From an optimization exercise on the open Yosys and OpenROAD flow, aimed at small area, a short achievable clock period and few clock cycles; shortcuts taken in it are not production practice.
RTL that was checked went through simulation tests only; none was proved equivalent to the original.
Power and IR drop assume default switching activity.

== blue ==
## jbd_bms_parser
module jbd_bms_parser (
    input  wire        clk,
    input  wire        rst,         
    input  wire        cmd_valid,
    input  wire [15:0] cmd_word,
    output wire        cmd_ready,
    input  wire [11:0] rd_addr,
    output wire [31:0] rd_data
);
For scale: ~7600 cells after synthesis, ~2200 flip-flops, about 64 I/O pins.
make LEC_CHECK=0 ABC_AREA=1 CAP_MARGIN=20 CORE_MARGIN=2 CORE_UTILIZATION=55 CTS_CLUSTER_DIAMETER=80 CTS_CLUSTER_SIZE=20 PLACE_DENSITY=0.7 SETUP_SLACK_MARGIN=4.0 SLEW_MARGIN=20 finish   # period 10.0 ns
run.sh (not shown) runs the stock make flow with config.mk's settings and CLKGATE_MAP_FILE= SYNTH_SCRIPT=/design/flow/synth_recipe.tcl, a recipe that flattens the netlist after the stock synthesis.
Changes in purple relative to blue:
diff --git a/flow/design.v b/flow/design.v
--- a/flow/design.v
+++ b/flow/design.v
@@ -237,18 +237,30 @@
         end
     end
     wire bi = (rec_kind == T_BASIC);
     wire cv = (rec_kind == T_CELLS);
     function [15:0] be16;
         input integer k;
         be16 = {sbuf[k], sbuf[k + 1]};
     endfunction
     wire [2:0] cv_count   = sbuf[3][3:1];    
+    reg [15:0] cells_csum;
+    always @(*) begin
+        case (cv_count)
+            3'd0:    cells_csum = be16(4);
+            3'd1:    cells_csum = be16(6);
+            3'd2:    cells_csum = be16(8);
+            3'd3:    cells_csum = be16(10);
+            3'd4:    cells_csum = be16(12);
+            3'd5:    cells_csum = be16(14);
+            default: cells_csum = be16(16);
+        endcase
+    end
     reg [15:0] diag_exp;
     always @(*) begin
         case (result)
             R_INCOMPLETE:   diag_exp = 16'd7;
             R_BAD_START:    diag_exp = 16'h00DD;
             R_BAD_END:      diag_exp = 16'h0077;
             R_LEN_MISMATCH: diag_exp = frame_len;
             R_CSUM:         diag_exp = csum_calc;
             R_REC_SIZE:     diag_exp = exp_basic ? 16'd38
@@ -301,19 +313,19 @@
         regv[6'h2A] = {16'h0, be16(42)};
         for (a = 6'h10; a <= 6'h2A; a = a + 1)
             rcond[a] = bi;
         regv[6'h30] = {29'h0, cv_count};
         rcond[6'h30] = cv;
         for (a = 0; a < 6; a = a + 1) begin
             regv[6'h31 + a]  = {16'h0, be16(4 + 2*a)};
             rcond[6'h31 + a] = cv && (cv_count > a);
         end
-        regv[6'h37] = {16'h0, csum_rx};
+        regv[6'h37] = {16'h0, cells_csum};
         rcond[6'h37] = cv;
     end
     wire        c_win, c_hi, c_reg;
     wire [15:0] dlo, dhi;
     rd_addr_dec u_dec (.rd_addr(rd_addr), .c_win(c_win), .c_hi(c_hi), .c_reg(c_reg),
                        .dlo(dlo), .dhi(dhi));
     wire [3:0]  rslot = rd_addr[3:0] - phase;
     wire [15:0] dsl   = 16'h0001 << rslot;
     wire [7:0] sg [0:15];      
### Flow results
Each of the runs, namely blue and purple, reached the end of the flow and came out clean.
Compared with blue, in purple via count of the first global-routing pass lost 258, worst-case setup margin in the final layout picked up an extra 0.14 ns, post-route non-filler standard cell count lost about 0.9%, first-iteration DRC count lost about 6%.
Going from blue to purple, detailed-placement wirelength estimate grew by a few percent.
Routed wire length on purple is ahead of blue.
The higher internal portion of total power came out of blue.
Share of final-layout standard cells stronger than drive strength 1 delta for purple relative to blue: 0.16 points lower
Testbench counts of purple, summed over its fixed seeds: cycles 10,075.
Function not checked in blue: the RTL went through the layout flow alone.

========
run A:
Another version of the RTL of jbd_bms_parser (not shown whole).
Size: about 7200 cells after synthesis, ~64 I/O pins, about 76000 µm² of cells after synthesis.
clock: 10.0 ns
lec_check: 0
abc_area: 0
cap_margin: 20
core_margin: 2
core_utilization: 55
cts_cluster_diameter: 75
cts_cluster_size: 24
place_density: 0.7
setup_slack_margin: 4.0
slew_margin: 20
synth_hierarchical: 1
diff inputs: run A => run C
--- a/flow/design.v
+++ b/flow/design.v
@@ -307,107 +307,94 @@
             regv[6'h31 + a]  = {16'h0, be16(4 + 2*a)};
             rcond[6'h31 + a] = cv && (cv_count > a);
         end
         regv[6'h37] = {16'h0, csum_rx};
         rcond[6'h37] = cv;
     end
     wire        c_win, c_hi, c_reg;
     wire [15:0] dlo, dhi;
     rd_addr_dec u_dec (.rd_addr(rd_addr), .c_win(c_win), .c_hi(c_hi), .c_reg(c_reg),
                        .dlo(dlo), .dhi(dhi));
     wire [3:0]  rslot = rd_addr[3:0] - phase;
     wire [15:0] dsl   = 16'h0001 << rslot;
-    wire [15:0] dhq [0:3];
-    genvar gq;
-    generate
-        for (gq = 0; gq < 4; gq = gq + 1) begin : g_dq
-            hi_dec u (.a(rd_addr[7:4]), .sel(dhq[gq]));
-        end
-    endgenerate
     wire [7:0] sg [0:15];      
     wire [7:0] rg [0:15];      
     genvar gs, gj;
     generate
         for (gs = 0; gs < 16; gs = gs + 1) begin : g_slot
             wire [31:0] sd;
             wire [95:0] rdd;
             for (gj = 0; gj < 4; gj = gj + 1) begin : g_sd
                 assign sd[8*gj +: 8] = sbuf[16*gj + gs];
             end
             for (gj = 0; gj < NRING; gj = gj + 1) begin : g_rd
                 assign rdd[8*gj +: 8] = ring[16*gj + gs];
             end
-            aor4x8  u_s (.d(sd),  .sel(dhq[gs / 4][3:0]),  .y(sg[gs]));
-            aor12x8 u_r (.d(rdd), .sel(dhq[gs / 4][15:4]), .y(rg[gs]));
+            aor4x8  u_s (.d(sd),  .sel(dhi[3:0]),  .y(sg[gs]));
+            aor12x8 u_r (.d(rdd), .sel(dhi[15:4]), .y(rg[gs]));
         end
     endgenerate
     wire [127:0] sgv, rgv;
     wire [47:0]  hbv;
     generate
         for (gs = 0; gs < 16; gs = gs + 1) begin : g_pack
             assign sgv[8*gs +: 8] = sg[gs];
             assign rgv[8*gs +: 8] = rg[gs];
         end
         for (gs = 0; gs < 6; gs = gs + 1) begin : g_hpack
             assign hbv[8*gs +: 8] = hbuf[gs];
         end
     endgenerate
-    wire [7:0] ws_n, wr_n, wh;
-    aor16x8n u_ws (.d(sgv), .sel(dlo), .yn(ws_n));
-    aor16x8n u_wr (.d(rgv), .sel(dsl), .yn(wr_n));
+    wire [7:0] ws, wr, wh;
+    aor16x8 u_ws (.d(sgv), .sel(dlo), .y(ws));
+    aor16x8 u_wr (.d(rgv), .sel(dsl), .y(wr));
     aor6x8  u_wh (.d(hbv), .sel(dlo[5:0]), .y(wh));
     reg [63:0] rsel;
     reg [31:0] rw;
     always @(*) begin
         for (a = 0; a < 64; a = a + 1)
             rsel[a] = dlo[a & 15] & dhi[a >> 4] & rcond[a];
         rw = 32'h0000_0000;
         for (a = 0; a < 64; a = a + 1)
             rw = rw | ({32{rsel[a]}} & regv[a]);
     end
-    rd_or u_or (.c_win(c_win), .c_hi(c_hi), .c_reg(c_reg), .ws_n(ws_n), .wr_n(wr_n), .wh(wh), .rw(rw), .y(rd_data));
+    rd_or u_or (.c_win(c_win), .c_hi(c_hi), .c_reg(c_reg), .ws(ws), .wr(wr), .wh(wh), .rw(rw), .y(rd_data));
 endmodule
 module rd_addr_dec (
     input  wire [11:0] rd_addr,
     output wire        c_win,
     output wire        c_hi,
     output wire        c_reg,
     output wire [15:0] dlo,
     output wire [15:0] dhi
 );
     wire top0 = (rd_addr[11:10] == 2'b00);
     assign c_reg = top0 && (rd_addr[9:6] == 4'b0000);
     assign c_win = top0 && (rd_addr[9:8] == 2'b01);
     assign c_hi  = top0 && (rd_addr[9:8] == 2'b10) && (rd_addr[7:3] == 5'd0);
     assign dlo   = 16'h0001 << rd_addr[3:0];
     assign dhi   = 16'h0001 << rd_addr[7:4];
 endmodule
-module hi_dec (
-    input  wire [3:0]  a,
-    output wire [15:0] sel
-);
-    assign sel = 16'h0001 << a;
-endmodule
 module rd_or (
     input  wire        c_win,
     input  wire        c_hi,
     input  wire        c_reg,
-    input  wire [7:0]  ws_n,
-    input  wire [7:0]  wr_n,
+    input  wire [7:0]  ws,
+    input  wire [7:0]  wr,
     input  wire [7:0]  wh,
     input  wire [31:0] rw,
     output wire [31:0] y
 );
     assign y = {{24{c_reg}} & rw[31:8],
-                ({8{c_reg}} & rw[7:0]) | ({8{c_win}} & ~(ws_n & wr_n)) | ({8{c_hi}} & wh)};
+                ({8{c_reg}} & rw[7:0]) | ({8{c_win}} & (ws | wr)) | ({8{c_hi}} & wh)};
 endmodule
 module nand2m (
     input  wire s,
     input  wire d,
     output wire z
 );
     assign z = ~(s & d);
 endmodule
 module aorx8 #(parameter N = 4) (
     input  wire [8*N-1:0] d,
     input  wire [N-1:0]   sel,
     output wire [7:0]     y
@@ -442,32 +429,12 @@
     input  wire [11:0] sel,
     output wire [7:0]  y
 );
     aorx8 #(.N(12)) u (.d(d), .sel(sel), .y(y));
 endmodule
 module aor16x8 (
     input  wire [127:0] d,
     input  wire [15:0]  sel,
     output wire [7:0]   y
 );
     aorx8 #(.N(16)) u (.d(d), .sel(sel), .y(y));
 endmodule
-module aor16x8n (
-    input  wire [127:0] d,
-    input  wire [15:0]  sel,
-    output wire [7:0]   yn
-);
-    genvar b, k, i;
-    generate
-        for (b = 0; b < 8; b = b + 1) begin : g_b
-            wire [15:0] z;
-            wire [3:0]  p;
-            for (k = 0; k < 16; k = k + 1) begin : g_k
-                nand2m u (.s(sel[k]), .d(d[8*k + b]), .z(z[k]));
-            end
-            for (i = 0; i < 4; i = i + 1) begin : g_i
-                assign p[i] = ~&z[4*i +: 4];
-            end
-            assign yn[b] = ~|p;
-        end
-    endgenerate
-endmodule
==> comparison <==
Every stage of the flow completed for run C, and the final layout passed the timing, design-rule and antenna checks. The final reports for run C and run A show total routing usage reported by global routing lower in the former. Run C vs run A: die outline area down slightly. STATUS clock skew: run C wins against run A. Lower routed wire length among run C and run A: run C. Via density per instance, run C and run A: lower on run C. Relative to run A, run C improves minimum hold slack. Between run A and run C, the flow reports number of tapcells decreasing slightly.
Testbench counts of run C, summed over its fixed seeds: cycles 10,075.
Only the layout flow was run in run A; the RTL was not checked for function there.

========
jbd_bms_parser, a different RTL version from the one above (not shown whole).
Size: ~5700 cells after synthesis, roughly 64 I/O pins, about 79000 µm² of cells after synthesis.
==> flow/config.mk <==
export PLATFORM = sky130hd
export DESIGN_NAME = jbd_bms_parser
export DESIGN_NICKNAME = jbd_bms_parser
export VERILOG_FILES = /design/flow/design.v
export SDC_FILE = /design/flow/constraint.sdc
export NUM_CORES = 8
export LEC_CHECK = 0
export ABC_AREA = 0
export CAP_MARGIN = 20
export CORE_MARGIN = 2
export CORE_UTILIZATION = 55
export CTS_CLUSTER_DIAMETER = 80
export CTS_CLUSTER_SIZE = 20
export PLACE_DENSITY = 0.7
export SETUP_SLACK_MARGIN = 4.0
export SLEW_MARGIN = 20
export SYNTH_HIERARCHICAL = 1
==> flow/constraint.sdc <==
create_clock -name core_clock -period 10.0 [get_ports {clk}]
set_input_delay 2.0000 -clock core_clock [delete_from_list [all_inputs] [get_ports {clk}]]
set_output_delay 2.0000 -clock core_clock [all_outputs]
set_load 0.01 [all_outputs]
Next try:
--- a/flow/design.v
+++ b/flow/design.v
@@ -343,21 +343,23 @@
         for (gs = 0; gs < 6; gs = gs + 1) begin : g_hpack
             assign hbv[8*gs +: 8] = hbuf[gs];
         end
     endgenerate
     wire [7:0] ws, wr, wh;
     aor16x8 u_ws (.d(sgv), .sel(dlo), .y(ws));
     aor16x8 u_wr (.d(rgv), .sel(dsl), .y(wr));
     aor6x8  u_wh (.d(hbv), .sel(dlo[5:0]), .y(wh));
+    wire [63:0] rline;       
+    rd_reg_dec u_rdec (.rd_addr(rd_addr), .line(rline));
     reg [63:0] rsel;
     reg [31:0] rw;
     always @(*) begin
         for (a = 0; a < 64; a = a + 1)
-            rsel[a] = dlo[a & 15] & dhi[a >> 4] & rcond[a];
+            rsel[a] = rline[a] & rcond[a];
         rw = 32'h0000_0000;
         for (a = 0; a < 64; a = a + 1)
             rw = rw | ({32{rsel[a]}} & regv[a]);
     end
     rd_or u_or (.c_win(c_win), .c_hi(c_hi), .c_reg(c_reg), .ws(ws), .wr(wr), .wh(wh), .rw(rw), .y(rd_data));
 endmodule
 module rd_addr_dec (
     input  wire [11:0] rd_addr,
@@ -369,74 +371,78 @@
 );
     wire top0 = (rd_addr[11:10] == 2'b00);
     assign c_reg = top0 && (rd_addr[9:6] == 4'b0000);
     assign c_win = top0 && (rd_addr[9:8] == 2'b01);
     assign c_hi  = top0 && (rd_addr[9:8] == 2'b10) && (rd_addr[7:3] == 5'd0);
     assign dlo   = 16'h0001 << rd_addr[3:0];
     assign dhi   = 16'h0001 << rd_addr[7:4];
 endmodule
+module rd_reg_dec (
+    input  wire [11:0] rd_addr,
+    output wire [63:0] line
+);
+    assign line = (rd_addr[11:6] == 6'd0) ? (64'd1 << rd_addr[5:0]) : 64'd0;
+endmodule
 module rd_or (
     input  wire        c_win,
     input  wire        c_hi,
     input  wire        c_reg,
     input  wire [7:0]  ws,
     input  wire [7:0]  wr,
     input  wire [7:0]  wh,
     input  wire [31:0] rw,
     output wire [31:0] y
 );
     assign y = {{24{c_reg}} & rw[31:8],
                 ({8{c_reg}} & rw[7:0]) | ({8{c_win}} & (ws | wr)) | ({8{c_hi}} & wh)};
 endmodule
-module aoi22m (
-    input  wire s0,
-    input  wire d0,
-    input  wire s1,
-    input  wire d1,
+module nand2m (
+    input  wire s,
+    input  wire d,
     output wire z
 );
-    assign z = ~((s0 & d0) | (s1 & d1));
+    assign z = ~(s & d);
 endmodule
-module aorx8 #(parameter P = 2) (
-    input  wire [16*P-1:0] d,
-    input  wire [2*P-1:0]  sel,
-    output wire [7:0]      y
+module aorx8 #(parameter N = 4) (
+    input  wire [8*N-1:0] d,
+    input  wire [N-1:0]   sel,
+    output wire [7:0]     y
 );
-    genvar b, p;
+    genvar b, k;
     generate
         for (b = 0; b < 8; b = b + 1) begin : g_b
-            wire [P-1:0] z;
-            for (p = 0; p < P; p = p + 1) begin : g_p
-                aoi22m u (.s0(sel[2*p]), .d0(d[16*p + b]), .s1(sel[2*p + 1]), .d1(d[16*p + 8 + b]), .z(z[p]));
+            wire [N-1:0] z;
+            for (k = 0; k < N; k = k + 1) begin : g_k
+                nand2m u (.s(sel[k]), .d(d[8*k + b]), .z(z[k]));
             end
             assign y[b] = ~&z;
         end
     endgenerate
 endmodule
 module aor4x8 (
     input  wire [31:0] d,
     input  wire [3:0]  sel,
     output wire [7:0]  y
 );
-    aorx8 #(.P(2)) u (.d(d), .sel(sel), .y(y));
+    aorx8 #(.N(4)) u (.d(d), .sel(sel), .y(y));
 endmodule
 module aor6x8 (
     input  wire [47:0] d,
     input  wire [5:0]  sel,
     output wire [7:0]  y
 );
-    aorx8 #(.P(3)) u (.d(d), .sel(sel), .y(y));
+    aorx8 #(.N(6)) u (.d(d), .sel(sel), .y(y));
 endmodule
 module aor12x8 (
     input  wire [95:0] d,
     input  wire [11:0] sel,
     output wire [7:0]  y
 );
-    aorx8 #(.P(6)) u (.d(d), .sel(sel), .y(y));
+    aorx8 #(.N(12)) u (.d(d), .sel(sel), .y(y));
 endmodule
 module aor16x8 (
     input  wire [127:0] d,
     input  wire [15:0]  sel,
     output wire [7:0]   y
 );
-    aorx8 #(.P(8)) u (.d(d), .sel(sel), .y(y));
+    aorx8 #(.N(16)) u (.d(d), .sel(sel), .y(y));
 endmodule
Die area fell by 4.4%.
Routed wire length grows by about 17%.
Hold slack loses 0.017 ns.
Cell area came out lower by 2.1%.
Sequential power hardly moves.
Core utilization rose by 1.5 points.
Count of clock-buffer cells in the layout drops by 13.
No run of this note included a check of the RTL's function; only the layout flow was run.

==> re-timing with driven ports <==
How much do the figures lean on ideal ports? The routed layouts below were timed once more, with nothing changed but the port constraints.
Step 1 (the two cells are an assumption about what drives the block):
set clk [get_ports {clk}]
set_driving_cell -lib_cell sky130_fd_sc_hd__clkbuf_16 $clk
set_driving_cell -lib_cell sky130_fd_sc_hd__buf_2 [delete_from_list [all_inputs] $clk]
Step 2 also shifts input and output timing later by t, the mid clock arrival at the registers, as if the neighbouring blocks saw the same clock.
Slacks: ideal / step 1 / step 2; pairs: ideal / step 1.
run	t (ns)	slack for setup (ns)	worst setup path at the end	latest minus earliest clock arrival (ns)	cell pins on the clock port's net
blue	0.905	2.846 / 2.773 / 2.773	input to output	0.067 / 0.067	1
purple	0.904	2.987 / 2.902 / 2.902	input to output	0.075 / 0.075	1
run A	0.893	2.917 / 2.479 / 2.479	input to output	0.078 / 0.078	1
run C	0.858	2.974 / 2.856 / 2.856	input to output	0.056 / 0.056	1
the first run of note 3	0.891	2.909 / 2.758 / 2.758	input to output	0.047 / 0.047	1
the second run of note 3	0.879	2.889 / 2.829 / 2.829	input to output	0.043 / 0.043	1
After both steps setup and hold are still met in every run listed. The setup slack of run A, which loses most, moves by -0.438 ns with the drivers and by -0.438 ns with both steps.
